Background: an optimization exercise with open tools, aiming at small area, a short achievable clock period and few clock cycles. Do not read the settings as production practice.
RTL that was checked went through simulation tests only; none was proved equivalent to the original.
The RTL of runs 1 to 3 was laid out without a check of its function.
Power and IR drop assume default switching activity.

File: flow/flow/run.sh
#!/bin/bash
# Standard ORFS layout, with timing repair aiming well below the clock period.
bash standard.sh SETUP_SLACK_MARGIN=10 TNS_END_PERCENT=100 finish > standard.log 2>&1
File: flow/standard.sh
#!/bin/bash
# synth_recipe.tcl (not shown) runs the flow's synth.tcl, then flattens the netlist and writes it again
# the make line also repeats each setting of config.mk as NAME=value (left out here)
make -C /OpenROAD-flow-scripts/flow DESIGN_CONFIG=/design/flow/config.mk WORK_HOME=/design/flow/orfs CLKGATE_MAP_FILE= SYNTH_SCRIPT=/design/flow/synth_recipe.tcl "${@:-finish}"
File: flow/config.mk
export PLATFORM = sky130hd
export DESIGN_NAME = dshot_core
export DESIGN_NICKNAME = dshot_core
export VERILOG_FILES = /design/flow/design.v
export SDC_FILE = /design/flow/constraint.sdc
export NUM_CORES = 4
export LEC_CHECK = 0
export CAP_MARGIN = 20
export CORE_MARGIN = 2
export CORE_UTILIZATION = 60
export PLACE_DENSITY = 0.7
export SLEW_MARGIN = 20
File: flow/constraint.sdc
create_clock -name core_clock -period 14.0 [get_ports {clk}]
set_input_delay 2.8000 -clock core_clock [delete_from_list [all_inputs] [get_ports {clk}]]
set_output_delay 2.8000 -clock core_clock [all_outputs]
set_load 0.01 [all_outputs]
File: flow/design.v
module dshot_core (
  input  wire         clk,
  input  wire         rst,
  input  wire         cmd_valid,
  output wire         cmd_ready,
  input  wire [39:0]  cmd,
  output reg          rdata_valid,
  output reg  [31:0]  rdata,
  output reg          ev_valid,
  output reg  [146:0] ev
);
  localparam [3:0] OP_CFGW   = 4'h1;
  localparam [3:0] OP_CFGR   = 4'h2;
  localparam [3:0] OP_START  = 4'h3;
  localparam [3:0] OP_SAMPLE = 4'h4;
  localparam [3:0] OP_END    = 4'h5;
  localparam [1:0] RUN_IDLE      = 2'b00;
  localparam [1:0] RUN_RUNNING   = 2'b01;
  localparam [1:0] RUN_FAULTED   = 2'b10;
  localparam [1:0] RUN_EXHAUSTED = 2'b11;
  localparam [1:0] BX_IDLE    = 2'b00;
  localparam [1:0] BX_STARTED = 2'b01;
  localparam [1:0] BX_BOUNDED = 2'b10;
  localparam [19:0] DIV5 = 20'd390625;    
  reg         ctrl_bidir;
  reg  [1:0]  ctrl_rate;
  reg  [31:0] samplerate;
  reg         sr_set;       
  reg  [63:0] idxbase;
  reg         base_lo_set, base_hi_set;
  reg  [1:0]  run;
  reg  [1:0]  fault;
  reg  [14:0] period;       
  reg  [16:0] timeout;      
  reg         pt_set;       
  reg         rdy;
  reg         q_cfgr, q_start, q_sample, q_end;
  reg  [6:0]  q_rsel;       
  reg         q_s;
  reg         prev_valid;
  reg         prev;
  reg  [16:0] idle;
  reg  [63:0] idx;
  reg  [1:0]  bx;
  reg  [63:0] pc_start;
  reg         ps_load;      
  reg  [16:0] duty;         
  reg         dlong;        
  reg  [14:0] kcnt;         
  reg         k_done;
  reg         ln_load;      
  reg  [15:0] shift;
  reg  [4:0]  bcnt;
  reg  [63:0] first_start;
  reg  [63:0] nib_start;
  reg  [63:0] last_next;    
  reg         e_bit;        
  reg         e_fin;        
  reg         e_l16;        
  reg         e_2;          
  reg         e_3;          
  reg         e_4;          
  reg         s_ps, s_fs, s_ns;       
  reg         t_idx, t_ns, t_ln;      
  reg         dv;
  reg  [6:0]  dv_cnt;
  reg         t_prev, t_cy;
  wire [3:0]  op   = cmd[39:36];
  wire [3:0]  addr = cmd[35:32];
  wire [31:0] data = cmd[31:0];
  assign cmd_ready = rdy;
  wire accept  = cmd_valid && rdy;
  wire running = (run == RUN_RUNNING);
  wire run_after = running && !q_end;
  wire cfgw_ok = accept && (op == OP_CFGW) && !run_after;
  wire        smp     = q_sample && running;
  wire        ref_smp = smp && !prev_valid;
  wire        act_smp = smp && prev_valid;
  wire [63:0] inc_c;
  wire [8:0]  inc_bc;
  assign inc_bc[0] = 1'b1;
  genvar gb, gi;
  generate
    for (gb = 0; gb < 8; gb = gb + 1) begin : g_inc
      wire [8:0] ic;
      assign ic[0] = 1'b1;
      assign inc_bc[gb+1] = inc_bc[gb] & (&idx[8*gb+7:8*gb]);
      for (gi = 0; gi < 8; gi = gi + 1) begin : g_bit
        assign ic[gi+1] = ic[gi] & idx[8*gb+gi];
        assign inc_c[8*gb+gi] = inc_bc[gb] & ic[gi];
      end
    end
  endgenerate
  wire [63:0] smp_idx = idx ^ inc_c;
  wire [16:0] idle_n  = idle + 17'd1;
  wire        edge_d  = prev ^ q_s;
  wire        tmo     = !edge_d && (idle_n == timeout);
  wire        e_start = edge_d && (q_s ^ ctrl_bidir);
  wire        e_end   = edge_d && !(q_s ^ ctrl_bidir);
  wire [14:0] kcnt_n  = kcnt + 15'd1;
  wire        bounded  = (bx == BX_BOUNDED);
  wire        do_next  = act_smp && bounded && e_start;
  wire        do_final = act_smp && bounded && tmo;
  wire        do_bit   = do_next || do_final;
  wire        val_next  = dlong || (duty > idle);
  wire        val_final = dlong || ({duty, 1'b1} >= {3'd0, period});
  wire        bit_val   = do_final ? val_final : val_next;
  wire [4:0]  bcnt_n  = (bcnt == 5'd31) ? 5'd31 : bcnt + 5'd1;
  wire [15:0] shift_n = {shift[14:0], bit_val};
  function [3:0] fold_exp(input [15:0] f, input bidir);
    fold_exp = (f[15:12] ^ f[11:8] ^ f[7:4]) ^ {4{bidir}};
  endfunction
  wire        bad_n   = (fold_exp(shift_n, ctrl_bidir) != shift_n[3:0]);
  wire        bad_now = (fold_exp(shift, ctrl_bidir) != shift[3:0]);
  reg [9:0] rate_m;
  always @(*) begin
    case (ctrl_rate)
      2'b00:   rate_m = 10'd667;
      2'b01:   rate_m = 10'd333;
      2'b10:   rate_m = 10'd167;
      default: rate_m = 10'd83;
    endcase
  end
  wire [41:0] w        = pc_start[41:0];
  wire        dv_mul   = (dv_cnt[6:5] == 2'b00);        
  wire        dv_div   = (dv_cnt[6:5] == 2'b01) && (dv_cnt[4:0] < 5'd15);    
  wire        dv_load  = (dv_cnt == 7'd47);             
  wire        dv_last  = (dv_cnt == 7'd65);             
  wire [10:0] mul_sum  = {1'b0, w[41:32]} + (w[0] ? {1'b0, rate_m} : 11'd0);
  wire [19:0] div_tr   = {w[41:23], w[22]};
  wire        div_ge   = (div_tr >= DIV5);
  wire [19:0] div_df   = div_tr - DIV5;
  wire [18:0] div_r    = div_ge ? div_df[18:0] : div_tr[18:0];
  wire [14:0] n_res    = w[22:8];
  wire        sr_zero  = !sr_set || (samplerate == 32'd0);
  wire [1:0]  t_sum    = {1'b0, timeout[0]} + {1'b0, t_prev} + {1'b0, t_cy};
  wire [31:0] status_word = {17'd0, bcnt, bx, 2'b00, fault, 2'b00, run};
  always @(*) begin
    rdata_valid = q_cfgr;
    rdata = ({32{q_rsel[0]}} & {29'd0, ctrl_rate, ctrl_bidir})
          | ({32{q_rsel[1]}} & samplerate)
          | ({32{q_rsel[2]}} & status_word)
          | ({32{q_rsel[3]}} & {17'd0, period})
          | ({32{q_rsel[4]}} & {15'd0, timeout})
          | ({32{q_rsel[5]}} & idxbase[31:0])
          | ({32{q_rsel[6]}} & idxbase[63:32]);
  end
  wire        is_cmd = (shift[15:5] < 11'd48);
  always @(*) begin
    ev_valid = e_bit || e_2 || e_3 || e_4;
    ev[146:83] = ({64{s_ps}} & pc_start) | ({64{s_fs}} & first_start) | ({64{s_ns}} & nib_start);
    ev[82:19]  = ({64{t_idx}} & idx) | ({64{t_ns}} & nib_start) | ({64{t_ln}} & last_next);
    if (e_bit)
      ev[18:0] = {3'd0, 15'd0, shift[0]};
    else if (e_2 && e_l16)
      ev[18:0] = {(is_cmd ? 3'd1 : 3'd2), 5'd0, shift[15:5]};
    else if (e_2)
      ev[18:0] = {3'd4, 16'd1};
    else if (e_3)
      ev[18:0] = {3'd3, 8'd0, fold_exp(shift, ctrl_bidir), shift[3:0]};
    else
      ev[18:0] = {3'd4, 16'd2};
  end
  always @(posedge clk) begin
    if (rst) begin
      ctrl_bidir  <= 1'b0;
      ctrl_rate   <= 2'b00;
      sr_set      <= 1'b0;
      base_lo_set <= 1'b0;
      base_hi_set <= 1'b0;
      run         <= RUN_IDLE;
      fault       <= 2'd0;
      pt_set      <= 1'b0;
      rdy         <= 1'b1;
      q_cfgr      <= 1'b0;
      q_rsel      <= 7'd0;
      s_ps        <= 1'b0;
      s_fs        <= 1'b0;
      s_ns        <= 1'b0;
      t_idx       <= 1'b0;
      t_ns        <= 1'b0;
      t_ln        <= 1'b0;
      q_start     <= 1'b0;
      q_sample    <= 1'b0;
      q_end       <= 1'b0;
      prev_valid  <= 1'b0;
      prev        <= 1'b0;
      idle        <= 17'd0;
      bx          <= BX_IDLE;
      ps_load     <= 1'b0;
      dlong       <= 1'b0;
      k_done      <= 1'b1;
      ln_load     <= 1'b0;
      bcnt        <= 5'd0;
      e_bit       <= 1'b0;
      e_2         <= 1'b0;
      e_3         <= 1'b0;
      e_4         <= 1'b0;
      dv          <= 1'b0;
    end else begin
      q_cfgr   <= accept && (op == OP_CFGR);
      q_start  <= accept && (op == OP_START);
      q_sample <= accept && (op == OP_SAMPLE);
      q_end    <= accept && (op == OP_END);
      q_rsel[0] <= accept && (op == OP_CFGR) && (addr == 4'h0);
      q_rsel[1] <= accept && (op == OP_CFGR) && (addr == 4'h1) && sr_set;
      q_rsel[2] <= accept && (op == OP_CFGR) && (addr == 4'h2);
      q_rsel[3] <= accept && (op == OP_CFGR) && (addr == 4'h3) && pt_set;
      q_rsel[4] <= accept && (op == OP_CFGR) && (addr == 4'h4) && pt_set;
      q_rsel[5] <= accept && (op == OP_CFGR) && (addr == 4'h5) && base_lo_set;
      q_rsel[6] <= accept && (op == OP_CFGR) && (addr == 4'h6) && base_hi_set;
      q_s      <= data[0];
      if (cfgw_ok) begin
        case (addr)
          4'h0: begin ctrl_bidir <= data[0]; ctrl_rate <= data[2:1]; end
          4'h1: begin samplerate <= data; sr_set <= 1'b1; end
          4'h5: begin idxbase[31:0] <= data; base_lo_set <= 1'b1; end
          4'h6: begin idxbase[63:32] <= data; base_hi_set <= 1'b1; end
          default: ;
        endcase
      end
      rdy <= 1'b1;
      if (accept && (op == OP_START)) rdy <= 1'b0;
      if (q_end && running) run <= RUN_EXHAUSTED;
      ps_load <= 1'b0;
      ln_load <= 1'b0;
      if (ps_load) pc_start <= idx;
      if (ln_load) last_next <= idx;
      if (q_start && !running) begin
        prev_valid <= 1'b0;
        prev       <= 1'b0;
        idle       <= 17'd0;
        bx         <= BX_IDLE;
        dlong      <= 1'b0;
        k_done     <= 1'b1;
        bcnt       <= 5'd0;
        if (sr_zero) begin
          pt_set <= 1'b0;
          fault  <= 2'd1;
          run    <= RUN_FAULTED;
        end else begin
          pc_start[41:0] <= {10'd0, samplerate};
          dv_cnt <= 7'd0;
          dv     <= 1'b1;
          rdy    <= 1'b0;
        end
      end
      if (dv) begin
        rdy    <= dv_last;
        dv_cnt <= dv_cnt + 7'd1;
        if (dv_mul) begin
          pc_start[41:0] <= {mul_sum, w[31:1]};
        end
        if (dv_div) begin
          pc_start[41:23] <= div_r;
          pc_start[22:8]  <= {w[21:8], div_ge};
        end
        if (dv_load) begin
          period  <= n_res;
          timeout <= {2'd0, n_res};
          t_prev  <= 1'b0;
          t_cy    <= 1'b0;
        end
        if ((dv_cnt > 7'd47) && !dv_last) begin
          timeout <= {t_sum[0], timeout[16:1]};
          t_prev  <= timeout[0];
          t_cy    <= t_sum[1];
        end
        if (dv_last) begin
          dv <= 1'b0;
          if (period == 15'd0) begin
            pt_set <= 1'b0;
            fault  <= 2'd2;
            run    <= RUN_FAULTED;
          end else begin
            pt_set <= 1'b1;
            fault  <= 2'd0;
            run    <= RUN_RUNNING;
          end
        end
      end
      if (ref_smp) begin
        prev_valid <= 1'b1;
        prev       <= q_s;
        idx        <= {base_hi_set ? idxbase[63:32] : 32'd0, base_lo_set ? idxbase[31:0] : 32'd0};
        idle       <= 17'd0;
      end else if (act_smp) begin
        prev <= q_s;
        idx  <= smp_idx;
        idle <= (edge_d || tmo) ? 17'd0 : idle_n;
        if (!k_done) begin
          kcnt <= kcnt_n;
          if (kcnt_n == period) begin
            k_done  <= 1'b1;
            ln_load <= 1'b1;
          end
        end
        case (bx)
          BX_IDLE: begin
            if (e_start) begin
              bx      <= BX_STARTED;
              ps_load <= 1'b1;
              dlong   <= 1'b0;
              kcnt    <= 15'd0;
              k_done  <= 1'b0;
            end
          end
          BX_STARTED: begin
            if (e_end) begin
              bx   <= BX_BOUNDED;
              duty <= idle;
            end else if (tmo) begin
              dlong <= 1'b1;
            end
          end
          BX_BOUNDED: begin
            if (e_start) begin
              bx      <= BX_STARTED;
              ps_load <= 1'b1;
              dlong   <= 1'b0;
              kcnt    <= 15'd0;
              k_done  <= 1'b0;
              ln_load <= 1'b0;
            end else if (tmo) begin
              bx <= BX_IDLE;
            end
          end
          default: ;
        endcase
      end
      if (do_bit) begin
        shift <= shift_n;
        bcnt  <= do_final ? 5'd0 : bcnt_n;
        if (bcnt == 5'd0)  first_start <= pc_start;
        if (bcnt == 5'd12) nib_start   <= pc_start;
        if (do_final && (bcnt_n == 5'd16) && bad_n) rdy <= 1'b0;
      end
      e_bit <= do_bit;
      e_fin <= do_final;
      if (do_final) e_l16 <= (bcnt_n == 5'd16);
      e_2 <= e_bit && e_fin;
      e_3 <= e_2 && e_l16;
      e_4 <= e_3 && bad_now;
      s_ps  <= do_bit;
      s_fs  <= e_bit && e_fin;
      s_ns  <= (e_2 && e_l16) || (e_3 && bad_now);
      t_idx <= do_next;
      t_ns  <= e_bit && e_fin && e_l16;
      t_ln  <= do_final || (e_bit && e_fin && !e_l16) || (e_2 && e_l16) || (e_3 && bad_now);
    end
  end
endmodule
==> run summary, run 1 <==
- Run status: complete, no violations
- Average wire per standard cell: 30.9 µm
- Type of the worst min-delay path: reg2reg
- Critical Path Sink Type: output pin
- Number of antenna violations at the first check in global routing: 5
- Multi-input gate area in the final layout: 0.0107 mm²
- Startpoint Class: flop
- Commonest non-fill, non-tap cell in the layout: edfxtp_1
- Via count of the first global-routing pass: between 20000 and 25000
- Uppermost layer routed: met5
- Pre-CTS setup slack: roughly 8.4 ns
- Top-level port count: 225
- Area of the die: 0.0482 mm²
- Routed vias: 23800
- Clock sinks: 570
- Number of standard cells after synthesis: 2371
- Worst Setup Slack, final: 8.90 ns
- Number of buffers created by CTS: 58
- Final weighted congestion of routability-driven global placement: 0.946
- Number of placement rows: 78
- Total Nets Final: 2895
- Floorplan Core Area: 0.0456 mm²
- Routed WL: 106000 µm
- Util after Layout: 0.784
- Hold-fix buffers, CTS: 0
- Most used cells in the layout excluding fill and tap cells: edfxtp_1 (508), inv_1 (204), nand2_1 (157)
- Overflow after GRT: 0
- Post-route clock period utilization: 0.364
- Critical Path Fanout Max: 3
- CTS max path bufs: 3
- Highest-delay cell along the critical path: a222oi_1
- Post-detailed-route DRC marker count: 0
- Aggregate global-route resource usage: 0.417
- Total number of H-tree levels: 2
- Setup repair after global routing missed its margin: yes
- Growth of design area from synthesis to finish: 28.2%
- Number of nets with antenna violations after detailed routing: 0
- Number of register bits inferred by synthesis: 570
- Max-slew violation count: 0
- Starting utilization of the core area: 0.611
- Maximum vdd ir drop: 0.101 mV
- Synthesized cell area: between 0.02 and 0.03 mm²
- First-pass GRT wire length: 145000 µm
- Clock tree from TritonCTS: done
- Final cell area excluding filler cells: between 0.03 and 0.04 mm²
- Overall die width: 220 µm
- Number of synthesized flops with an enable pin: a little over 500
- Detailed-routed wire length on met2: roughly 46000 µm
- Layout cells sized above 1: 0.252
- Fraction of the yosys area taken by sequential cells: 0.592
- Post-synth top flop: edfxtp_1
- Number of I/O port buffers: around 220
- Sequential cell area: 0.0166 mm²
- Static Leak: 14.1 nW
- Fill cell count: 2728
- Count of endpoints failing hold in the final timing report: 0
- Count of maximum capacitance violations: 0
- Reg2reg start: idle[1]$_SDFFE_PP0P_
- Measured slew at the worst slew-check pin: approximately 1.1 ns
- Pin count of the biggest net entering global routing: 113
- Distinct cell type count of the synthesized netlist: 84
- Clock transition at the registers of the reported paths: roughly 0.06 ns
- Power density cells: 98.8 mW/mm²
- Vias per std cell: 6.94
- Clock insertion delay at the later pin of the skew report: 0.64 ns
- Crit path time final: 5.10 ns
- Routed metal-1 wire length: 36500 µm
- Placement Cell Area: 0.0306 mm²
- Remaining max-slew budget at the tightest pin: 0.260
- Detailed-placement wirelength estimate: 56400 µm
- Ys Warns: 1
- Post-Syn Area per Cell: 11.8 µm²
- Final worst clock skew: 0.0219 ns
- Critical path launch point: samplerate[6]$_DFFE_PP_
- Final worst hold slack: 0.481 ns
- Max Fclk: 196 MHz
- Setup TNS: 0 ns
- Number of detailed-routing iterations run before antenna repair: 10
- Number of DRC markers after the initial detailed-route iteration: 5043
- Critical path's largest stage delay: slightly above 0.7 ns
- Clock Tree Root: clkbuf_16
- Classification of the worst setup path: reg2out
- Setup violators final: 0
- Critical Path AT: 2.30 ns
- WL met3: 16500 µm
- Worst Path Required: 11.20 ns
- CP cell instances: a222oi_1 -> nand2_1 -> buf_2
- Start point of the worst min-delay path: pt_set$_SDFF_PP0_
- Proportion of synthesized flip-flops having asynchronous set or reset: 0
- Height of the die: 220 µm
==> per-layer routing <==
| layer | vias up | GRT usage |
|---|---|---|
| met5 | - | 0 |
| met2 | 2159 | 0.620 |
| met3 | 400 | 0.128 |
| met4 | 6 | 0.203 |
| li1 | 9856 | - |
| met1 | 11400 | 0.560 |
==> power by group <==
group / switching [W] / leakage (nW) / internal [W]
Sequential: 0.0000150 / 5.13 / 0.00184
Clock: 0.000688 / 0.915 / 0.000891
Combinational: 0.0000540 / 8.09 / 0.0000383
Total: 0.000757 / 14.1 / 0.00277
==> synth_stat cells, drive strengths merged, types with 3 or more instances <==
library cell | instances | share of area
xnor2 | 90 | 0.028
edfxtp | 508 | 0.55
xor2 | 62 | 0.019
nor4b | 3 | 0.00094
inv | 206 | 0.028
a21o | 12 | 0.0032
o21ai | 117 | 0.021
or2 | 7 | 0.0016
nand2 | 163 | 0.022
nor3 | 30 | 0.0057
o221ai | 7 | 0.0022
a21oi | 87 | 0.016
nor3b | 6 | 0.0018
a32oi | 3 | 0.00094
dfxtp | 62 | 0.045
a222oi | 148 | 0.053
a22oi | 50 | 0.013
and2 | 19 | 0.0043
nand4 | 35 | 0.0083
nand3b | 8 | 0.0022
o211ai | 4 | 0.0011
nor2b | 20 | 0.0045
buf | 33 | 0.0065
nor4 | 29 | 0.0078
mux2 | 19 | 0.0077
nor4bb | 4 | 0.0014
o22ai | 27 | 0.0061
a31oi | 7 | 0.0016
or4 | 4 | 0.0012
nand3 | 135 | 0.024
a211o | 4 | 0.0013
a2111oi | 3 | 0.0023
a22o | 3 | 0.00094
o21a | 8 | 0.0022
nor2 | 116 | 0.016
mux2i | 50 | 0.018
and3 | 24 | 0.0054
a211oi | 10 | 0.0031
ha | 68 | 0.031
and4 | 9 | 0.0028
nand2b | 16 | 0.0036
or3 | 8 | 0.0018
clkbuf | 117 | 0.016
==> kinds of logic (layout without fill, tap and decap cells) <==
group,after synthesis,after routing,synth area share
other cells,1,9,0.000135
flops,570,570,0.592
fa+ha+maj,70,70,0.0320
buf+inv,357,808,0.0502
compound gates,510,511,0.135
mux,69,69,0.0256
xor+xnor,152,152,0.0478
simple gates,642,645,0.118
==> timing repair <==
action,in CTS,in global routing
setup endpoints to repair,549,408
gates resized for setup,642,316
cloned,34,9
setup buffers,144,66
pin swaps,171,176
==> worst paths after layout <==
path	endpoint	slack, ns	depth (start not counted)
max reg2reg	first_start[35]$_DFFE_PP_	10.05	12
min reg2reg	pt_set$_SDFF_PP0_	0.48	2
max	rdata[6]	8.90	3
min	pt_set$_SDFF_PP0_	0.48	2
==> state kept, by name, summed over array words and instances, names as in the netlist, 2 cells and up <==
name,flops
nib_start,64
period,15
run,2
dv_cnt,7
last_next,64
idle,17
idxbase,64
duty,17
bx,2
timeout,17
samplerate,32
shift,16
bcnt,5
q_rsel,7
first_start,64
ctrl_rate,2
fault,2
pc_start,64
idx,64
kcnt,15
==> metrics by stage <==
stage / cells / total power, W
3_5_place_dp: 3069 / 0.00197
6_report: 3434 / 0.00353
3_3_place_gp: 3068 / 0.00197
5_1_grt: 3430 / 0.00359
4_1_cts: 3355 / 0.00351
2_1_floorplan: 2375 / 0.00194
==> final cells by class <==
cell class | count | area share
clock buffer | 73 | 0.0430
inverter | 207 | 0.0219
timing repair buffer | 493 | 0.142
clock inverter | 35 | 0.0102
tap | 600 | 0.0210
antenna | 4 | 0.000280
sequential | 570 | 0.463
multi-input combinational | 1452 | 0.299
==> critical path: cells and delay by family (launching register included) <==
family	cells	cell delay, ns
simple gates	1	0.26
flops	1	0.49
buf+inv	1	0.21
compound gates	1	0.71
==> run 2: changes to the inputs <==
--- a/flow/design.v
+++ b/flow/design.v
@@ -39,7 +39,7 @@
   reg         q_s;
   reg         prev_valid;
   reg         prev;
-  reg  [16:0] idle;
+  reg  [16:0] idle;         
   reg  [63:0] idx;
   reg  [1:0]  bx;
   reg  [63:0] pc_start;
@@ -60,10 +60,8 @@
   reg         e_2;          
   reg         e_3;          
   reg         e_4;          
-  reg         s_ps, s_fs, s_ns;       
-  reg         t_idx, t_ns, t_ln;      
   reg         dv;
-  reg  [6:0]  dv_cnt;
+  reg         sr_nz;        
   reg         t_prev, t_cy;
   wire [3:0]  op   = cmd[39:36];
   wire [3:0]  addr = cmd[35:32];
@@ -94,7 +92,7 @@
   wire [63:0] smp_idx = idx ^ inc_c;
   wire [16:0] idle_n  = idle + 17'd1;
   wire        edge_d  = prev ^ q_s;
-  wire        tmo     = !edge_d && (idle_n == timeout);
+  wire        tmo     = !edge_d && (idle == timeout);
   wire        e_start = edge_d && (q_s ^ ctrl_bidir);
   wire        e_end   = edge_d && !(q_s ^ ctrl_bidir);
   wire [14:0] kcnt_n  = kcnt + 15'd1;
@@ -103,7 +101,7 @@
   wire        do_final = act_smp && bounded && tmo;
   wire        do_bit   = do_next || do_final;
   wire        val_next  = dlong || (duty > idle);
-  wire        val_final = dlong || ({duty, 1'b1} >= {3'd0, period});
+  wire        val_final = dlong || ({duty, 1'b0} > {3'd0, period});
   wire        bit_val   = do_final ? val_final : val_next;
   wire [4:0]  bcnt_n  = (bcnt == 5'd31) ? 5'd31 : bcnt + 5'd1;
   wire [15:0] shift_n = {shift[14:0], bit_val};
@@ -122,6 +120,7 @@
     endcase
   end
   wire [41:0] w        = pc_start[41:0];
+  wire [6:0]  dv_cnt   = idle[6:0];                   
   wire        dv_mul   = (dv_cnt[6:5] == 2'b00);        
   wire        dv_div   = (dv_cnt[6:5] == 2'b01) && (dv_cnt[4:0] < 5'd15);    
   wire        dv_load  = (dv_cnt == 7'd47);             
@@ -132,34 +131,46 @@
   wire [19:0] div_df   = div_tr - DIV5;
   wire [18:0] div_r    = div_ge ? div_df[18:0] : div_tr[18:0];
   wire [14:0] n_res    = w[22:8];
-  wire        sr_zero  = !sr_set || (samplerate == 32'd0);
   wire [1:0]  t_sum    = {1'b0, timeout[0]} + {1'b0, t_prev} + {1'b0, t_cy};
   wire [31:0] status_word = {17'd0, bcnt, bx, 2'b00, fault, 2'b00, run};
-  always @(*) begin
-    rdata_valid = q_cfgr;
-    rdata = ({32{q_rsel[0]}} & {29'd0, ctrl_rate, ctrl_bidir})
-          | ({32{q_rsel[1]}} & samplerate)
-          | ({32{q_rsel[2]}} & status_word)
-          | ({32{q_rsel[3]}} & {17'd0, period})
-          | ({32{q_rsel[4]}} & {15'd0, timeout})
-          | ({32{q_rsel[5]}} & idxbase[31:0])
-          | ({32{q_rsel[6]}} & idxbase[63:32]);
-  end
+  wire        n_bit = do_bit;
+  wire        n_2   = e_bit && e_fin;
+  wire        n_3   = e_2 && e_l16;
+  wire        n_4   = e_3 && bad_now;
   wire        is_cmd = (shift[15:5] < 11'd48);
+  reg  [18:0] ev_lo;
   always @(*) begin
-    ev_valid = e_bit || e_2 || e_3 || e_4;
-    ev[146:83] = ({64{s_ps}} & pc_start) | ({64{s_fs}} & first_start) | ({64{s_ns}} & nib_start);
-    ev[82:19]  = ({64{t_idx}} & idx) | ({64{t_ns}} & nib_start) | ({64{t_ln}} & last_next);
-    if (e_bit)
-      ev[18:0] = {3'd0, 15'd0, shift[0]};
-    else if (e_2 && e_l16)
-      ev[18:0] = {(is_cmd ? 3'd1 : 3'd2), 5'd0, shift[15:5]};
-    else if (e_2)
-      ev[18:0] = {3'd4, 16'd1};
-    else if (e_3)
-      ev[18:0] = {3'd3, 8'd0, fold_exp(shift, ctrl_bidir), shift[3:0]};
+    if (n_bit)
+      ev_lo = {3'd0, 15'd0, bit_val};
+    else if (n_2 && e_l16)
+      ev_lo = {(is_cmd ? 3'd1 : 3'd2), 5'd0, shift[15:5]};
+    else if (n_2)
+      ev_lo = {3'd4, 16'd1};
+    else if (n_3)
+      ev_lo = {3'd3, 8'd0, fold_exp(shift, ctrl_bidir), shift[3:0]};
     else
-      ev[18:0] = {3'd4, 16'd2};
+      ev_lo = {3'd4, 16'd2};
+  end
+  always @(posedge clk) begin
+    rdata <= ({32{q_rsel[0]}} & {29'd0, ctrl_rate, ctrl_bidir})
+           | ({32{q_rsel[1]}} & samplerate)
+           | ({32{q_rsel[2]}} & status_word)
+           | ({32{q_rsel[3]}} & {17'd0, period})
+           | ({32{q_rsel[4]}} & {15'd0, timeout})
+           | ({32{q_rsel[5]}} & idxbase[31:0])
+           | ({32{q_rsel[6]}} & idxbase[63:32]);
+    ev[146:83] <= ({64{n_bit}} & pc_start) | ({64{n_2}} & first_start)
+                | ({64{n_3 || n_4}} & nib_start);
+    ev[82:19]  <= ({64{do_next}} & smp_idx) | ({64{n_2 && e_l16}} & nib_start)
+                | ({64{do_final || (n_2 && !e_l16) || n_3 || n_4}} & last_next);
+    ev[18:0]   <= ev_lo;
+    if (rst) begin
+      rdata_valid <= 1'b0;
+      ev_valid    <= 1'b0;
+    end else begin
+      rdata_valid <= q_cfgr;
+      ev_valid    <= n_bit || n_2 || n_3 || n_4;
+    end
   end
   always @(posedge clk) begin
     if (rst) begin
@@ -174,12 +185,6 @@
       rdy         <= 1'b1;
       q_cfgr      <= 1'b0;
       q_rsel      <= 7'd0;
-      s_ps        <= 1'b0;
-      s_fs        <= 1'b0;
-      s_ns        <= 1'b0;
-      t_idx       <= 1'b0;
-      t_ns        <= 1'b0;
-      t_ln        <= 1'b0;
       q_start     <= 1'b0;
       q_sample    <= 1'b0;
       q_end       <= 1'b0;
@@ -234,22 +239,23 @@
         dlong      <= 1'b0;
         k_done     <= 1'b1;
         bcnt       <= 5'd0;
-        if (sr_zero) begin
+        if (!sr_set) begin
           pt_set <= 1'b0;
           fault  <= 2'd1;
           run    <= RUN_FAULTED;
         end else begin
           pc_start[41:0] <= {10'd0, samplerate};
-          dv_cnt <= 7'd0;
+          sr_nz  <= 1'b0;
           dv     <= 1'b1;
           rdy    <= 1'b0;
         end
       end
       if (dv) begin
         rdy    <= dv_last;
-        dv_cnt <= dv_cnt + 7'd1;
+        idle   <= idle_n;
         if (dv_mul) begin
           pc_start[41:0] <= {mul_sum, w[31:1]};
+          sr_nz <= sr_nz | w[0];
         end
         if (dv_div) begin
           pc_start[41:23] <= div_r;
@@ -268,7 +274,11 @@
         end
         if (dv_last) begin
           dv <= 1'b0;
-          if (period == 15'd0) begin
+          if (!sr_nz) begin
+            pt_set <= 1'b0;
+            fault  <= 2'd1;
+            run    <= RUN_FAULTED;
+          end else if (period == 15'd0) begin
             pt_set <= 1'b0;
             fault  <= 2'd2;
             run    <= RUN_FAULTED;
@@ -283,14 +293,14 @@
         prev_valid <= 1'b1;
         prev       <= q_s;
         idx        <= {base_hi_set ? idxbase[63:32] : 32'd0, base_lo_set ? idxbase[31:0] : 32'd0};
-        idle       <= 17'd0;
+        idle       <= 17'd1;
       end else if (act_smp) begin
         prev <= q_s;
         idx  <= smp_idx;
-        idle <= (edge_d || tmo) ? 17'd0 : idle_n;
+        idle <= (edge_d || tmo) ? 17'd1 : idle_n;
         if (!k_done) begin
           kcnt <= kcnt_n;
-          if (kcnt_n == period) begin
+          if (kcnt == period) begin
             k_done  <= 1'b1;
             ln_load <= 1'b1;
           end
@@ -301,7 +311,7 @@
               bx      <= BX_STARTED;
               ps_load <= 1'b1;
               dlong   <= 1'b0;
-              kcnt    <= 15'd0;
+              kcnt    <= 15'd1;
               k_done  <= 1'b0;
             end
           end
@@ -318,7 +328,7 @@
               bx      <= BX_STARTED;
               ps_load <= 1'b1;
               dlong   <= 1'b0;
-              kcnt    <= 15'd0;
+              kcnt    <= 15'd1;
               k_done  <= 1'b0;
               ln_load <= 1'b0;
             end else if (tmo) begin
@@ -341,12 +351,6 @@
       e_2 <= e_bit && e_fin;
       e_3 <= e_2 && e_l16;
       e_4 <= e_3 && bad_now;
-      s_ps  <= do_bit;
-      s_fs  <= e_bit && e_fin;
-      s_ns  <= (e_2 && e_l16) || (e_3 && bad_now);
-      t_idx <= do_next;
-      t_ns  <= e_bit && e_fin && e_l16;
-      t_ln  <= do_final || (e_bit && e_fin && !e_l16) || (e_2 && e_l16) || (e_3 && bad_now);
     end
   end
 endmodule
--- a/flow/config.mk
+++ b/flow/config.mk
@@ -7,6 +7,6 @@
 export LEC_CHECK = 0
 export CAP_MARGIN = 20
 export CORE_MARGIN = 2
-export CORE_UTILIZATION = 60
-export PLACE_DENSITY = 0.7
+export CORE_UTILIZATION = 45
+export PLACE_DENSITY = 0.65
 export SLEW_MARGIN = 20
==> run summary, run 2 <==
- Biggest register: ev
- Pin count of the biggest net entering global routing: 66 (-42%)
- Clock Tree Root: clkbuf_16
- Post-detailed-route DRC marker count: 0 (unchanged)
- Post-Syn Area per Cell: 12.2 µm² (+3.9%)
- Top-level port count: 225 (unchanged)
- Clock insertion delay at the later pin of the skew report: 0.66 ns (+0.02 ns)
- Layout cells sized above 1: 0.148 (-0.104)
- Growth of design area from synthesis to finish: 19.1%
- Fill cell count: 5583 (+100%)
- Static Leak: 13.5 nW (-4.6%)
- Post-route clock period utilization: 0.285 (-0.0795)
- Clock transition at the registers of the reported paths: 0.06 ns (about the same)
- Number of antenna repair diodes: 0 (-4)
- Routed vias: 21900 (-8.0%)
- Max Fclk: 251 MHz (+28%)
- Post-synth top flop: edfxtp_1
- Average wire per standard cell: 25.5 µm (-17%)
- Startpoint Class: input port
- Clock sinks: 735 (+29%)
- Total Nets Final: 2838 (-2.0%)
- Dominant cells by area after synthesis: edfxtp_1 (49%), dfxtp_1 (15%), a22oi_1 (3.9%)
- Highest-delay cell along the critical path: clkdlybuf4s50_1
- Start point of the worst min-delay path: q_cfgr$_SDFF_PP0_
- Detailed-placement wirelength estimate: 62500 µm (+11%)
- Sw Pwr: 0.000961 W (+27%)
- Clock tree from TritonCTS: done
- Number of detailed-routing iterations run before antenna repair: 10 (unchanged)
- Classification of the worst setup path: in2reg
- Synthesized cell area: 0.0305 mm² (+9.3%)
- Ys Warns: 1 (unchanged)
- Worst hold path stage count: 1 (-1)
- Number of I/O port buffers: 219 (unchanged)
- Critical Path Fanout Max: 16 (+13)
- Final worst clock skew: 0.0401 ns (+0.0182 ns)
- Final weighted congestion of routability-driven global placement: 0.893 (-5.5%)
- Distinct cell type count of the synthesized netlist: 75 (-11%)
- Crit path time final: 3.99 ns (-1.11 ns)
- Max FFs per register: 142
- Aggregate global-route resource usage: 0.264 (-0.153)
- Starting utilization of the core area: 0.454 (-0.158)
- Max-slew violation count: 0 (unchanged)
- CP cell instances: clkdlybuf4s50_1 -> nor3_4 -> and3_4 -> buf_12
- Reg2reg start: run[0]$_SDFF_PP0_
- Remaining max-slew budget at the tightest pin: 0.334 (+0.0738)
- Type of the worst min-delay path: reg2reg
- Total number of H-tree levels: 3 (+1)
- Proportion of synthesized flip-flops having asynchronous set or reset: 0 (unchanged)
- Overflow after GRT: 0 (unchanged)
- Most numerous cell in the Yosys netlist: edfxtp_1
- Area of the die: 0.0698 mm² (+45%)
- Most used cells in the layout excluding fill and tap cells: edfxtp_1 (502), nand2_1 (286), dfxtp_1 (219)
- Worst Path Required: 14.35 ns (+3.15 ns)
- Critical path launch point: cmd[35]
- Clk network pwr share: 0.470 (+0.023)
- Critical path's largest stage delay: 0.53 ns (-0.18 ns)
- Sequential group share of total power: 0.511 (-0.015)
- Vias per std cell: 5.98 (-14%)
- CTS max path bufs: 3 (unchanged)
- Run status: complete, no violations
- Critical Path AT: 4.34 ns (+2.04 ns)
- Measured slew at the worst slew-check pin: 0.991 ns (-0.118 ns)
- Commonest non-fill, non-tap cell in the layout: edfxtp_1
- Count of cells along the worst register-to-register path: 7 (-5)
- Number of register bits inferred by synthesis: 735 (+29%)
- Total stage count of the critical path: 4 (+1)
- Hold-fix buffers, CTS: 0 (unchanged)
- Height of the die: 264 µm (+20%)
- Count of endpoints failing hold in the final timing report: 0 (unchanged)
- Combinational share of power: 0.019 (-0.007)
- Cell internal pwr: 0.00360 W (+30%)
- Setup repair after global routing missed its margin: yes
- Number of buffers created by CTS: 78 (+34%)
- Via count of the first global-routing pass: 21200 (-3.0%)
- Number of synthesized flops with an enable pin: 502 (-1.2%)
- Routed WL: 93500 µm (-12%)
- Number of standard cells after synthesis: 2494 (+5.2%)
- Fraction of the yosys area taken by sequential cells: 0.648 (+0.0559)
- Most frequent cells after synthesis: edfxtp_1 (502), nand2_1 (287), dfxtp_1 (233)
- Count of maximum capacitance violations: 0 (unchanged)
- Critical Path Sink Type: flop
- Yosys top cell area share: 0.495 (-0.0526)
- Number of placement rows: 95 (+22%)
- Largest delay share family, worst path: simple AND/OR/NAND/NOR gates
- Maximum vdd ir drop: 0.103 mV (+1.9%)
- Floorplan Core Area: 0.0672 mm² (+47%)
- Power density cells: 126 mW/mm² (+27%)
- Setup TNS: 0 ns (unchanged)
- Number of nets with antenna violations after detailed routing: 0 (unchanged)
- Synth area leader: edfxtp_1
- Switching part of the total: 0.211 (-0.00383)
- Number of antenna violations at the first check in global routing: 3 (-2)
- Overall die width: 264 µm (+20%)
- Buffers plus inverters on the worst setup path: 2 (+1)
- Util after Layout: 0.540 (-0.244)
- First-pass GRT wire length: 138000 µm (-4.9%)
- Setup violators final: 0 (unchanged)
- Number of DRC markers after the initial detailed-route iteration: 2779 (-45%)
[run 2: changes by cell type after synthesis, moves of 8 or more]
cell / before / now
nand3_1: 134 / 75
a22oi_1: 50 / 158
a221o_1: 1 / 23
nand2_1: 163 / 287
and3_1: 23 / 31
nand2b_1: 16 / 7
clkbuf_1: 117 / 106
xnor2_1: 90 / 71
o22ai_1: 27 / 15
inv_1: 205 / 89
a222oi_1: 148 / 34
nor2_1: 115 / 131
a21oi_1: 87 / 164
dfxtp_1: 62 / 233
[run 2: worst reg2reg max path, delay by kind of cell (launching register included)]
family,cells,cell delay [ns]
flip-flops,1,0.46
buffers and inverters,1,0.13
AND/OR/NAND/NOR,5,2.74
AO/OA/AOI/OAI,1,0.54
[run 2: power by group through the flow]
stage,sequential [W],combinational [W],clock (W)
after floorplan,0.00237,0.0000493,0
after CTS,0.00233,0.0000827,0.00217
after detailed placement,0.00238,0.0000800,0
after global placement,0.00238,0.0000783,0
final,0.00233,0.0000845,0.00215
after global routing,0.00233,0.0000908,0.00227
[run 2: cell families after synthesis]
kind of cell,share of synthesized area
simple gates,0.108
xor+xnor,0.0437
compound gates,0.122
other cells,0.000123
flops,0.648
fa+ha+maj,0.0284
buf+inv,0.0299
mux,0.0200
[run 2: area by class of cell]
class / count / area, µm² / share of cell area
well taps: 873 / 1090 / 0.0301
clock buffers: 110 / 2260 / 0.0622
clock inverters: 36 / 444 / 0.0122
flip-flops and latches: 735 / 19800 / 0.545
inverters: 91 / 349 / 0.00962
multi-input cells: 1541 / 10100 / 0.279
repair buffers: 280 / 2280 / 0.0628
[run 2: path summary, 6_finish.rpt]
path | end | slack, ns
setup / recovery | samplerate[11]$_DFFE_PP_ | 10.01
hold / removal | rdata_valid$_SDFF_PP0_ | 0.44
setup reg to reg | ev[27]$_DFF_P_ | 10.11
hold reg to reg | rdata_valid$_SDFF_PP0_ | 0.44
[run 2: what timing repair did]
action | CTS | global route
gates cloned | 5 | 0
pin swaps | 8 | 4
hold endpoints to repair | 0 | 0
endpoints found under the setup margin | 415 | 106
gates resized for setup | 586 | 43
buffers inserted | 19 | 9
[run 2: per-layer routing]
layer,part of all wire,up-vias,track usage
met5,0.00044,-,0
li1,-,9740,-
met3,0.10,193,0.0624
met2,0.46,1237,0.416
met4,0.035,6,0.106
met1,0.40,10700,0.354
[run 2: stage by stage]
stage	instance area, µm²	hold WS (ns)	worst slack [ns]	instances	power [W]
after global placement	33600	0.435	8.48	3486	0.00246
after CTS	36400	0.439	9.99	3657	0.00459
after detailed placement	33600	0.426	8.50	3487	0.00246
after floorplan	30600	0.406	8.16	2498	0.00242
final	36300	0.439	10.01	3666	0.00456
after global routing	36300	0.459	9.97	3666	0.00469
==> run 3: changes to the inputs <==
--- a/flow/design.v
+++ b/flow/design.v
@@ -31,7 +31,6 @@
   reg  [1:0]  run;
   reg  [1:0]  fault;
   reg  [14:0] period;       
-  reg  [16:0] timeout;      
   reg         pt_set;       
   reg         rdy;
   reg         q_cfgr, q_start, q_sample, q_end;
@@ -39,12 +38,14 @@
   reg         q_s;
   reg         prev_valid;
   reg         prev;
-  reg  [16:0] idle;         
+  reg  [1:0]  iq;           
+  reg  [14:0] ir;
   reg  [63:0] idx;
   reg  [1:0]  bx;
   reg  [63:0] pc_start;
   reg         ps_load;      
-  reg  [16:0] duty;         
+  reg  [1:0]  dq;           
+  reg  [14:0] dr;
   reg         dlong;        
   reg  [14:0] kcnt;         
   reg         k_done;
@@ -62,7 +63,6 @@
   reg         e_4;          
   reg         dv;
   reg         sr_nz;        
-  reg         t_prev, t_cy;
   wire [3:0]  op   = cmd[39:36];
   wire [3:0]  addr = cmd[35:32];
   wire [31:0] data = cmd[31:0];
@@ -90,9 +90,10 @@
     end
   endgenerate
   wire [63:0] smp_idx = idx ^ inc_c;
-  wire [16:0] idle_n  = idle + 17'd1;
+  wire [14:0] ir_n    = ir + 15'd1;
+  wire        ir_top  = (ir == period);
   wire        edge_d  = prev ^ q_s;
-  wire        tmo     = !edge_d && (idle == timeout);
+  wire        tmo     = !edge_d && (iq == 2'd2) && ir_top;
   wire        e_start = edge_d && (q_s ^ ctrl_bidir);
   wire        e_end   = edge_d && !(q_s ^ ctrl_bidir);
   wire [14:0] kcnt_n  = kcnt + 15'd1;
@@ -100,8 +101,8 @@
   wire        do_next  = act_smp && bounded && e_start;
   wire        do_final = act_smp && bounded && tmo;
   wire        do_bit   = do_next || do_final;
-  wire        val_next  = dlong || (duty > idle);
-  wire        val_final = dlong || ({duty, 1'b0} > {3'd0, period});
+  wire        val_next  = dlong || ({dq, dr} > {iq, ir});
+  wire        val_final = dlong || (dq != 2'd0) || ({dr, 1'b0} > {1'b0, period});
   wire        bit_val   = do_final ? val_final : val_next;
   wire [4:0]  bcnt_n  = (bcnt == 5'd31) ? 5'd31 : bcnt + 5'd1;
   wire [15:0] shift_n = {shift[14:0], bit_val};
@@ -120,19 +121,18 @@
     endcase
   end
   wire [41:0] w        = pc_start[41:0];
-  wire [6:0]  dv_cnt   = idle[6:0];                   
+  wire [6:0]  dv_cnt   = ir[6:0];                     
   wire        dv_mul   = (dv_cnt[6:5] == 2'b00);        
   wire        dv_div   = (dv_cnt[6:5] == 2'b01) && (dv_cnt[4:0] < 5'd15);    
-  wire        dv_load  = (dv_cnt == 7'd47);             
-  wire        dv_last  = (dv_cnt == 7'd65);             
+  wire        dv_last  = (dv_cnt == 7'd47);             
   wire [10:0] mul_sum  = {1'b0, w[41:32]} + (w[0] ? {1'b0, rate_m} : 11'd0);
   wire [19:0] div_tr   = {w[41:23], w[22]};
-  wire        div_ge   = (div_tr >= DIV5);
-  wire [19:0] div_df   = div_tr - DIV5;
+  wire [20:0] div_df   = {1'b0, div_tr} - {1'b0, DIV5};
+  wire        div_ge   = !div_df[20];
   wire [18:0] div_r    = div_ge ? div_df[18:0] : div_tr[18:0];
   wire [14:0] n_res    = w[22:8];
-  wire [1:0]  t_sum    = {1'b0, timeout[0]} + {1'b0, t_prev} + {1'b0, t_cy};
   wire [31:0] status_word = {17'd0, bcnt, bx, 2'b00, fault, 2'b00, run};
+  wire [16:0] timeout_v = {1'b0, period, 1'b0} + {2'd0, period};
   wire        n_bit = do_bit;
   wire        n_2   = e_bit && e_fin;
   wire        n_3   = e_2 && e_l16;
@@ -156,7 +156,7 @@
            | ({32{q_rsel[1]}} & samplerate)
            | ({32{q_rsel[2]}} & status_word)
            | ({32{q_rsel[3]}} & {17'd0, period})
-           | ({32{q_rsel[4]}} & {15'd0, timeout})
+           | ({32{q_rsel[4]}} & {15'd0, timeout_v})
            | ({32{q_rsel[5]}} & idxbase[31:0])
            | ({32{q_rsel[6]}} & idxbase[63:32]);
     ev[146:83] <= ({64{n_bit}} & pc_start) | ({64{n_2}} & first_start)
@@ -190,7 +190,8 @@
       q_end       <= 1'b0;
       prev_valid  <= 1'b0;
       prev        <= 1'b0;
-      idle        <= 17'd0;
+      iq          <= 2'd0;
+      ir          <= 15'd0;
       bx          <= BX_IDLE;
       ps_load     <= 1'b0;
       dlong       <= 1'b0;
@@ -234,7 +235,7 @@
       if (q_start && !running) begin
         prev_valid <= 1'b0;
         prev       <= 1'b0;
-        idle       <= 17'd0;
+        ir         <= 15'd0;
         bx         <= BX_IDLE;
         dlong      <= 1'b0;
         k_done     <= 1'b1;
@@ -252,7 +253,7 @@
       end
       if (dv) begin
         rdy    <= dv_last;
-        idle   <= idle_n;
+        ir     <= ir_n;
         if (dv_mul) begin
           pc_start[41:0] <= {mul_sum, w[31:1]};
           sr_nz <= sr_nz | w[0];
@@ -261,24 +262,14 @@
           pc_start[41:23] <= div_r;
           pc_start[22:8]  <= {w[21:8], div_ge};
         end
-        if (dv_load) begin
-          period  <= n_res;
-          timeout <= {2'd0, n_res};
-          t_prev  <= 1'b0;
-          t_cy    <= 1'b0;
-        end
-        if ((dv_cnt > 7'd47) && !dv_last) begin
-          timeout <= {t_sum[0], timeout[16:1]};
-          t_prev  <= timeout[0];
-          t_cy    <= t_sum[1];
-        end
         if (dv_last) begin
-          dv <= 1'b0;
+          dv     <= 1'b0;
+          period <= n_res;
           if (!sr_nz) begin
             pt_set <= 1'b0;
             fault  <= 2'd1;
             run    <= RUN_FAULTED;
-          end else if (period == 15'd0) begin
+          end else if (n_res == 15'd0) begin
             pt_set <= 1'b0;
             fault  <= 2'd2;
             run    <= RUN_FAULTED;
@@ -293,11 +284,20 @@
         prev_valid <= 1'b1;
         prev       <= q_s;
         idx        <= {base_hi_set ? idxbase[63:32] : 32'd0, base_lo_set ? idxbase[31:0] : 32'd0};
-        idle       <= 17'd1;
+        iq         <= 2'd0;
+        ir         <= 15'd1;
       end else if (act_smp) begin
         prev <= q_s;
         idx  <= smp_idx;
-        idle <= (edge_d || tmo) ? 17'd1 : idle_n;
+        if (edge_d || tmo) begin
+          iq <= 2'd0;
+          ir <= 15'd1;
+        end else if (ir_top) begin
+          iq <= iq + 2'd1;
+          ir <= 15'd1;
+        end else begin
+          ir <= ir_n;
+        end
         if (!k_done) begin
           kcnt <= kcnt_n;
           if (kcnt == period) begin
@@ -318,7 +318,8 @@
           BX_STARTED: begin
             if (e_end) begin
               bx   <= BX_BOUNDED;
-              duty <= idle;
+              dq   <= iq;
+              dr   <= ir;
             end else if (tmo) begin
               dlong <= 1'b1;
             end
==> run summary, run 3 <==
- Run status: complete, no violations
- Routed WL: 92400 µm (-1.1%)
- Reg2reg start: period[7]$_DFFE_PP_
- First-pass GRT wire length: 136000 µm (-1.8%)
- Clock insertion delay at the later pin of the skew report: 0.65 ns (about the same)
- Number of register bits inferred by synthesis: 716 (-2.6%)
- Clock sinks: 716 (-2.6%)
- Startpoint Class: input port
- Worst hold path stage count: 1 (unchanged)
- Post-route clock period utilization: 0.288 (+0.00289)
- Reg2reg end: first_start[41]$_DFFE_PP_
- Number of synthesized flops with an enable pin: 483 (-3.8%)
- Worst reg2reg setup slack: 10.16 ns (+0.05 ns)
- Setup TNS: 0 ns (unchanged)
- Dominant cells by area after synthesis: edfxtp_1 (48%), dfxtp_1 (15%), ha_1 (3.4%)
- Most common cell on crit path: buf_6
- Worst Path Required: 14.34 ns (about the same)
- Most used cells in the layout excluding fill and tap cells: edfxtp_1 (483), dfxtp_1 (225), nor2_1 (150)
- Number of detailed-routing iterations run before antenna repair: 9 (-1)
- Distinct cell type count of the synthesized netlist: 77 (+2.7%)
- Remaining max-slew budget at the tightest pin: 0.253 (-0.0807)
- Starting utilization of the core area: 0.456 (+0.00279)
- Ys Warns: 1 (unchanged)
- Proportion of synthesized flip-flops having asynchronous set or reset: 0 (unchanged)
- CP cell instances: buf_6 -> nand3b_1 -> nor4b_4 -> o21ai_2 -> buf_4 -> buf_6 -> nor4_4 -> buf_6 -> buf_12 -> buf_16
- Critical Path AT: 4.37 ns (+0.03 ns)
- Hold-critical path endpoint: ev[27]$_DFF_P_
- Classification of the worst setup path: in2reg
- Post-Syn Area per Cell: 12.5 µm² (+2.4%)
- Fraction of the yosys area taken by sequential cells: 0.636 (-0.0114)
- Total number of H-tree levels: 3 (unchanged)
- Count of cells along the worst register-to-register path: 10 (+3)
- Height of the die: 263 µm (-0.57%)
- Max Fclk: 248 MHz (-1.0%)
- Measured slew at the worst slew-check pin: 1.12 ns (+0.129 ns)
- Final worst clock skew: 0.0437 ns (+0.00362 ns)
- Count of endpoints failing hold in the final timing report: 0 (unchanged)
- Layout cells sized above 1: 0.137 (-0.0111)
- Overflow after GRT: 0 (unchanged)
- Max FFs per register: 142 (unchanged)
- Mux share of post-synthesis cell area: 0.0161 (-0.00396)
- Post-synthesis share of cell area spent on xor and xnor gates: 0.0455 (+0.00176)
- Synthesized cell area: 0.0301 mm² (-1.1%)
- Critical Path Fanout Max: 8 (-8)
- Aggregate global-route resource usage: 0.261 (-0.00380)
- Most numerous cell in the Yosys netlist: edfxtp_1
- Average wire per standard cell: 25.9 µm (+1.5%)
- Total Nets Final: 2768 (-2.5%)
- Via count of the first global-routing pass: 21000 (-1.0%)
- Detailed-placement wirelength estimate: 61700 µm (-1.3%)
- Largest delay share family, worst path: buffers and inverters
- Clock Tree Root: clkbuf_16
- Number of placement rows: 94 (-1.1%)
- Top-level port count: 225 (unchanged)
- Maximum vdd ir drop: 0.0758 mV (-27%)
- Number of standard cells after synthesis: 2407 (-3.5%)
- Clock tree from TritonCTS: done
- Commonest non-fill, non-tap cell in the layout: edfxtp_1
- Hold-fix buffers, CTS: 0 (unchanged)
- Biggest register: ev
- Largest family of logic cells by synthesized area: compound AO/OA/AOI/OAI gates
- Max-slew violation count: 0 (unchanged)
- Number of buffers created by CTS: 75 (-3.8%)
- Number of I/O port buffers: 219 (unchanged)
- Crit path time final: 4.03 ns (+0.0405 ns)
- Pin count of the biggest net entering global routing: 96 (+45%)
- CTS max path bufs: 3 (unchanged)
- Setup violators final: 0 (unchanged)
- Overall die width: 263 µm (-0.57%)
- Synth area leader: edfxtp_1
- Most frequent cells after synthesis: edfxtp_1 (483), dfxtp_1 (233), nor2_1 (156)
- Static Leak: 13.9 nW (+2.9%)
- Post-synth top flop: edfxtp_1
- Count of maximum capacitance violations: 0 (unchanged)
- Start point of the worst min-delay path: last_next[8]$_DFFE_PP_
- Routed vias: 21700 (-0.84%)
- Vias per std cell: 6.09 (+1.8%)
- Yosys top cell area share: 0.482 (-0.0132)
- Area of the die: 0.0690 mm² (-1.1%)
- Growth of design area from synthesis to finish: 20.5%
- Synth Area in Compound Gates: 0.134 (+0.0114)
- Critical Path Sink Type: flop
- Area share of and/or/nand/nor cells after synthesis: 0.0974 (-0.0101)
- Number of nets with antenna violations after detailed routing: 0 (unchanged)
- Type of the worst min-delay path: reg2reg
- Clock transition at the registers of the reported paths: 0.06 ns (about the same)
- Post-detailed-route DRC marker count: 0 (unchanged)
- Number of antenna violations at the first check in global routing: 2 (-1)
- Final weighted congestion of routability-driven global placement: 0.943 (+5.6%)
- Arithmetic-cell share of the synthesized area counting full adders, half adders and majority gates: 0.0350 (+0.00656)
- Buffers plus inverters on the worst setup path: 6 (+4)
- Power density cells: 122 mW/mm² (-3.2%)
- Critical path's largest stage delay: 0.27 ns (-0.26 ns)
- Util after Layout: 0.550 (+0.00996)
- Setup repair after global routing missed its margin: yes
- Number of DRC markers after the initial detailed-route iteration: 2894 (+4.1%)
- Floorplan Core Area: 0.0660 mm² (-1.8%)
- Highest-delay cell along the critical path: nor4b_4
## run 3: worst max-delay path by stage
stage,to,cells past startpoint,start,slack (ns)
2_1_floorplan,first_start[0]$_DFFE_PP_,4,rst,8.54
3_3_place_gp,nib_start[49]$_DFFE_PP_,7,rst,8.32
3_5_place_dp,nib_start[48]$_DFFE_PP_,7,rst,8.25
4_1_cts,idxbase[32]$_DFFE_PP_,10,cmd[39],9.94
5_1_grt,idxbase[32]$_DFFE_PP_,10,cmd[39],9.90
6_report,idxbase[32]$_DFFE_PP_,10,cmd[39],9.97
## run 3: routing by layer
metal,track usage,up-vias,share of wire
met1,0.334,10700,0.38
met2,0.429,1239,0.48
met3,0.0485,230,0.091
met4,0.121,2,0.048
met5,0,-,0.00014
li1,-,9616,-
## run 3: logic make-up after synthesis
family | after synthesis
other | 1
multiplexers | 48
adder cells (fa/ha/maj) | 83
buffers and inverters | 266
XOR/XNOR | 150
flip-flops | 716
AND/OR/NAND/NOR | 592
AO/OA/AOI/OAI | 551
## run 3: final cells by class
cell class | count | area, µm²
timing repair inverter | 1 | 11.3
clock inverter | 29 | 249
tap | 864 | 1080
sequential | 716 | 19200
fill | 5491 | 29700
antenna | 1 | 2.50
timing repair buffer | 277 | 2790
multi-input combinational | 1431 | 10100
inverter | 140 | 556
clock buffer | 111 | 2370
## run 3: power by group
group          internal [W]  leakage, nW  switching, W
sequential          0.00225         6.28     0.0000207
combinational     0.0000333         6.28     0.0000449
clock               0.00122         1.32      0.000849
## run 3: repair_timing
item / 4_1_cts / 5_1_grt
gates cloned: 11 / 2
setup buffers: 22 / 0
resized for setup: 516 / 48
pin swaps: 8 / 4
setup endpoints to repair: 484 / 271
## run 3: through the flow
stage                     area [µm²]  worst slack (ns)  hold WS (ns)  cells  power [W]
after global placement         33200              8.32         0.438   3394    0.00239
after detailed placement       33200              8.25         0.427   3394    0.00239
final                          36300              9.97         0.440   3570    0.00442
after CTS                      36400              9.94         0.442   3567    0.00444
after global routing           36300              9.90         0.452   3569    0.00454
after floorplan                30300              8.54         0.403   2411    0.00235
==> run 4: changes to the inputs <==
--- a/flow/design.v
+++ b/flow/design.v
@@ -58,6 +58,7 @@
   reg         e_bit;        
   reg         e_fin;        
   reg         e_l16;        
+  reg         e_bidir;      
   reg         e_2;          
   reg         e_3;          
   reg         e_4;          
@@ -110,7 +111,7 @@
     fold_exp = (f[15:12] ^ f[11:8] ^ f[7:4]) ^ {4{bidir}};
   endfunction
   wire        bad_n   = (fold_exp(shift_n, ctrl_bidir) != shift_n[3:0]);
-  wire        bad_now = (fold_exp(shift, ctrl_bidir) != shift[3:0]);
+  wire        bad_now = (fold_exp(shift, e_bidir) != shift[3:0]);
   reg [9:0] rate_m;
   always @(*) begin
     case (ctrl_rate)
@@ -147,7 +148,7 @@
     else if (n_2)
       ev_lo = {3'd4, 16'd1};
     else if (n_3)
-      ev_lo = {3'd3, 8'd0, fold_exp(shift, ctrl_bidir), shift[3:0]};
+      ev_lo = {3'd3, 8'd0, fold_exp(shift, e_bidir), shift[3:0]};
     else
       ev_lo = {3'd4, 16'd2};
   end
@@ -348,7 +349,10 @@
       end
       e_bit <= do_bit;
       e_fin <= do_final;
-      if (do_final) e_l16 <= (bcnt_n == 5'd16);
+      if (do_final) begin
+        e_l16   <= (bcnt_n == 5'd16);
+        e_bidir <= ctrl_bidir;
+      end
       e_2 <= e_bit && e_fin;
       e_3 <= e_2 && e_l16;
       e_4 <= e_3 && bad_now;
==> run summary, run 4 <==
- Run status: complete, no violations
- Number of register bits inferred by synthesis: 717 (+0.14%)
- Synthesized cell area: 0.0302 mm² (+0.30%)
- Floorplan Core Area: 0.0661 mm² (+0.18%)
- Sw Pwr: 0.000911 W (-0.46%)
- Max-slew violation count: 0 (unchanged)
- Count of endpoints failing hold in the final timing report: 0 (unchanged)
- Clock Tree Root: clkbuf_16
- Area of the die: 0.0692 mm² (+0.30%)
- Max FFs per register: 142 (unchanged)
- CP cell instances: dlygate4sd2_1 -> nand3b_1 -> nor4_4 -> nand3b_1 -> buf_6 -> buf_6 -> nor2_4 -> buf_12 -> clkbuf_16
- Clock insertion delay at the later pin of the skew report: 0.63 ns (-0.02 ns)
- Layout cells sized above 1: 0.129 (-0.00827)
- Measured slew at the worst slew-check pin: 1.11 ns (-0.0118 ns)
- Buffers plus inverters on the worst setup path: 5 (-1)
- CTS max path bufs: 3 (unchanged)
- Start point of the worst min-delay path: q_cfgr$_SDFF_PP0_
- Setup repair after global routing missed its margin: no
- Max Fclk: 249 MHz (+0.37%)
- Clk network pwr share: 0.466 (-0.002)
- Routed metal-1 wire length: 36700 µm (+3.0%)
- Setup violators final: 0 (unchanged)
- Overall die width: 263 µm (+0.15%)
- Crit path time final: 4.02 ns (-0.0149 ns)
- Post-route clock period utilization: 0.287 (-0.00106)
- Number of placement rows: 94 (unchanged)
- Cell internal pwr: 0.00350 W (-0.25%)
- Fraction of the yosys area taken by sequential cells: 0.636 (-0.000930)
- Via count of the first global-routing pass: 21600 (+2.8%)
- Average wire per standard cell: 25.4 µm (-2.0%)
- Number of synthesized flops with an enable pin: 484 (+0.21%)
- WL met3: 9000 µm (+6.8%)
- Number of I/O port buffers: 219 (unchanged)
- Final cell area excluding filler cells: 0.0360 mm² (-0.74%)
- Type of the worst min-delay path: reg2reg
- Routed WL: 93200 µm (+0.79%)
- Switching part of the total: 0.207 (-0.000341)
- Power density cells: 122 mW/mm² (+0.45%)
- Post-synth top flop: edfxtp_1
- Clock sinks: 717 (+0.14%)
- Number of buffers created by CTS: 76 (+1.3%)
- Clock transition at the registers of the reported paths: 0.06 ns (about the same)
- Proportion of synthesized flip-flops having asynchronous set or reset: 0 (unchanged)
- Remaining max-slew budget at the tightest pin: 0.261 (+0.00775)
- Setup TNS: 0 ns (unchanged)
- Commonest non-fill, non-tap cell in the layout: edfxtp_1
- Pin count of the biggest net entering global routing: 77 (-20%)
- Overflow after GRT: 0 (unchanged)
- Final worst clock skew: 0.0263 ns (-0.0174 ns)
- First-pass GRT wire length: 138000 µm (+1.9%)
- Top-level port count: 225 (unchanged)
- Post-Syn Area per Cell: 12.0 µm² (-3.7%)
- Uppermost layer routed: met4
- Reg2reg start: period[7]$_DFFE_PP_
- Number of detailed-routing iterations run before antenna repair: 12 (+3)
- Hold-fix buffers, CTS: 0 (unchanged)
- Detailed-routed wire length on met2: 43400 µm (-1.4%)
- Clock tree from TritonCTS: done
- Synth area leader: edfxtp_1
- Yosys top cell area share: 0.481 (about the same)
- Total Nets Final: 2871 (+3.7%)
- Number of antenna violations at the first check in global routing: 1 (-1)
- Combinational share of power: 0.018 (about the same)
- Final weighted congestion of routability-driven global placement: 0.948 (+0.56%)
- Most numerous cell in the Yosys netlist: edfxtp_1
- Util after Layout: 0.545 (-0.00505)
- Largest delay share family, worst path: buffers and inverters
- Startpoint Class: input port
- Height of the die: 263 µm (+0.15%)
- Classification of the worst setup path: in2reg
- Critical Path Fanout Max: 8 (unchanged)
- Most frequent cells after synthesis: edfxtp_1 (484), nand2_1 (250), dfxtp_1 (233)
- Number of nets with antenna violations after detailed routing: 0 (unchanged)
- Fill cell count: 5568 (+1.4%)
- Number of antenna repair diodes: 0 (-1)
- Static Leak: 13.5 nW (-2.6%)
- Power Total: 0.00441 W (-0.30%)
- Maximum vdd ir drop: 0.0850 mV (+12%)
- Routed vias: 22000 (+1.1%)
- Distinct cell type count of the synthesized netlist: 75 (-2.6%)
- Total number of H-tree levels: 3 (unchanged)
- Critical path's largest stage delay: 0.27 ns (about the same)
- Critical path launch point: cmd[39]
- Post-detailed-route DRC marker count: 0 (unchanged)
- Starting utilization of the core area: 0.457 (+0.000570)
- Highest-delay cell along the critical path: nor4_4
- Dominant cells by area after synthesis: edfxtp_1 (48%), dfxtp_1 (15%), ha_1 (3.4%)
- Critical Path AT: 4.35 ns (-0.02 ns)
- Count of maximum capacitance violations: 0 (unchanged)
- Vias per std cell: 5.98 (-1.8%)
- Detailed-placement wirelength estimate: 62100 µm (+0.61%)
- Biggest register: ev
- Aggregate global-route resource usage: 0.263 (+0.00260)
- Ys Warns: 1 (unchanged)
- Number of standard cells after synthesis: 2507 (+4.2%)
- Most used cells in the layout excluding fill and tap cells: edfxtp_1 (484), nand2_1 (248), dfxtp_1 (220)
- Sequential group share of total power: 0.516 (+0.002)
- Growth of design area from synthesis to finish: 19.3%
- Worst Path Required: 14.34 ns (about the same)
- Critical Path Sink Type: flop
- Number of DRC markers after the initial detailed-route iteration: 2765 (-4.5%)
- Placement Cell Area: 0.0333 mm² (+0.27%)
- Final worst hold slack: 0.450 ns (+0.00965 ns)
run 4: worst reg2reg max path, cell delays in order, from the launching register on:
cell	delay, ns
edfxtp_1	0.58
xnor2_1	0.23
nand4_1	0.13
nor4_2	0.49
and3_1	0.31
nand3_1	0.26
inv_1	0.22
nor2_2	0.08
nor4b_4	0.25
buf_4	0.24
and2_2	0.59
run 4: repair_timing:
item	in CTS	in global routing
pin swaps	11	4
resized for setup	485	68
gates cloned	12	2
setup buffers	16	12
setup endpoints to repair	461	228
endpoints found under the hold margin	0	0
run 4: routing by layer:
| layer | up-vias | global-route usage |
|---|---|---|
| met4 | 0 | 0.112 |
| li1 | 9828 | - |
| met2 | 1137 | 0.424 |
| met3 | 233 | 0.0638 |
| met1 | 10800 | 0.340 |
| met5 | - | 0 |
run 4: cells by family (layout without fill, tap and decap cells):
logic type                 after synthesis  count (layout)  share of synthesized area
adders and majority gates               83              83                     0.0349
DFF                                    717             717                      0.636
buffers and inverters                  239             527                     0.0318
xor gates and xnor gates               156             156                     0.0474
AOI/OAI and AO/OA                      557             557                      0.126
muxes                                   46              46                     0.0153
and+or+nand+nor                        708             718                      0.109
other                                    1               5                   0.000124
run 4: path summary, 6_finish.rpt:
kind	end	slack (ns)	depth (start not counted)
max	idxbase[34]$_DFFE_PP_	9.98	9
min	rdata_valid$_SDFF_PP0_	0.45	1
max reg2reg	first_start[55]$_DFFE_PP_	10.23	10
min reg2reg	rdata_valid$_SDFF_PP0_	0.45	1
run 4: cell type report:
class	count	area [µm²]	share of cell area
clock buffers	113	2310	0.0642
clock inverters	29	255	0.00708
inverters	107	427	0.0118
multi-input cells	1565	10300	0.286
flip-flops and latches	717	19200	0.533
well taps	864	1080	0.0300
repair buffers	278	2420	0.0672
run 4: power groups by stage:
stage / sequential [W] / combinational [W] / clock, W
5_1_grt: 0.00227 / 0.0000831 / 0.00217
3_3_place_gp: 0.00232 / 0.0000701 / 0
2_1_floorplan: 0.00231 / 0.0000451 / 0
6_report: 0.00227 / 0.0000774 / 0.00206
3_5_place_dp: 0.00232 / 0.0000722 / 0
4_1_cts: 0.00227 / 0.0000744 / 0.00208
run 4: stage by stage:
step / cells / setup WS (ns)
4_1_cts: 3659 / 9.98
6_report: 3673 / 9.98
2_1_floorplan: 2511 / 9.48
5_1_grt: 3673 / 9.97
3_3_place_gp: 3489 / 8.33
3_5_place_dp: 3489 / 8.28
Testbench counts of run 4, summed over its fixed seeds: cycles 40,723.

==> what the ideal ports hide <==
Ports are ideal in the flow. The routed layouts listed here were re-timed in OpenROAD. Step 1: set_driving_cell puts a clkbuf_16 on clk and a buf_2 on each other input, an assumption about the parent block. Step 2 moves the port delays by t, midway between the first and last clock arrival at a register: inputs arrive t later, outputs are due t later. That takes back most of the time a late clock gives input paths. a / b / c = ideal ports / drivers / drivers and shift; a / b = the first two.
run | shift t [ns] | setup WS [ns] | worst setup path at the end | worst slew at a driven data input, ns | pins driven straight from the clock port
run 1 | 0.689 | 8.898 / 8.836 / 9.205 | input to register | 0.13 | 1
run 2 | 0.706 | 10.011 / 9.956 / 9.343 | input to register | 0.13 | 1
run 3 | 0.687 | 9.970 / 9.960 / 9.287 | input to register | 0.07 | 1
run 4 | 0.689 | 9.985 / 9.966 / 9.345 | input to register | 0.05 | 1
After both steps setup and hold are still met in every run listed. For run 3, which loses most, drivers alone change the setup slack by -0.010 ns; drivers and shift together by -0.683 ns.
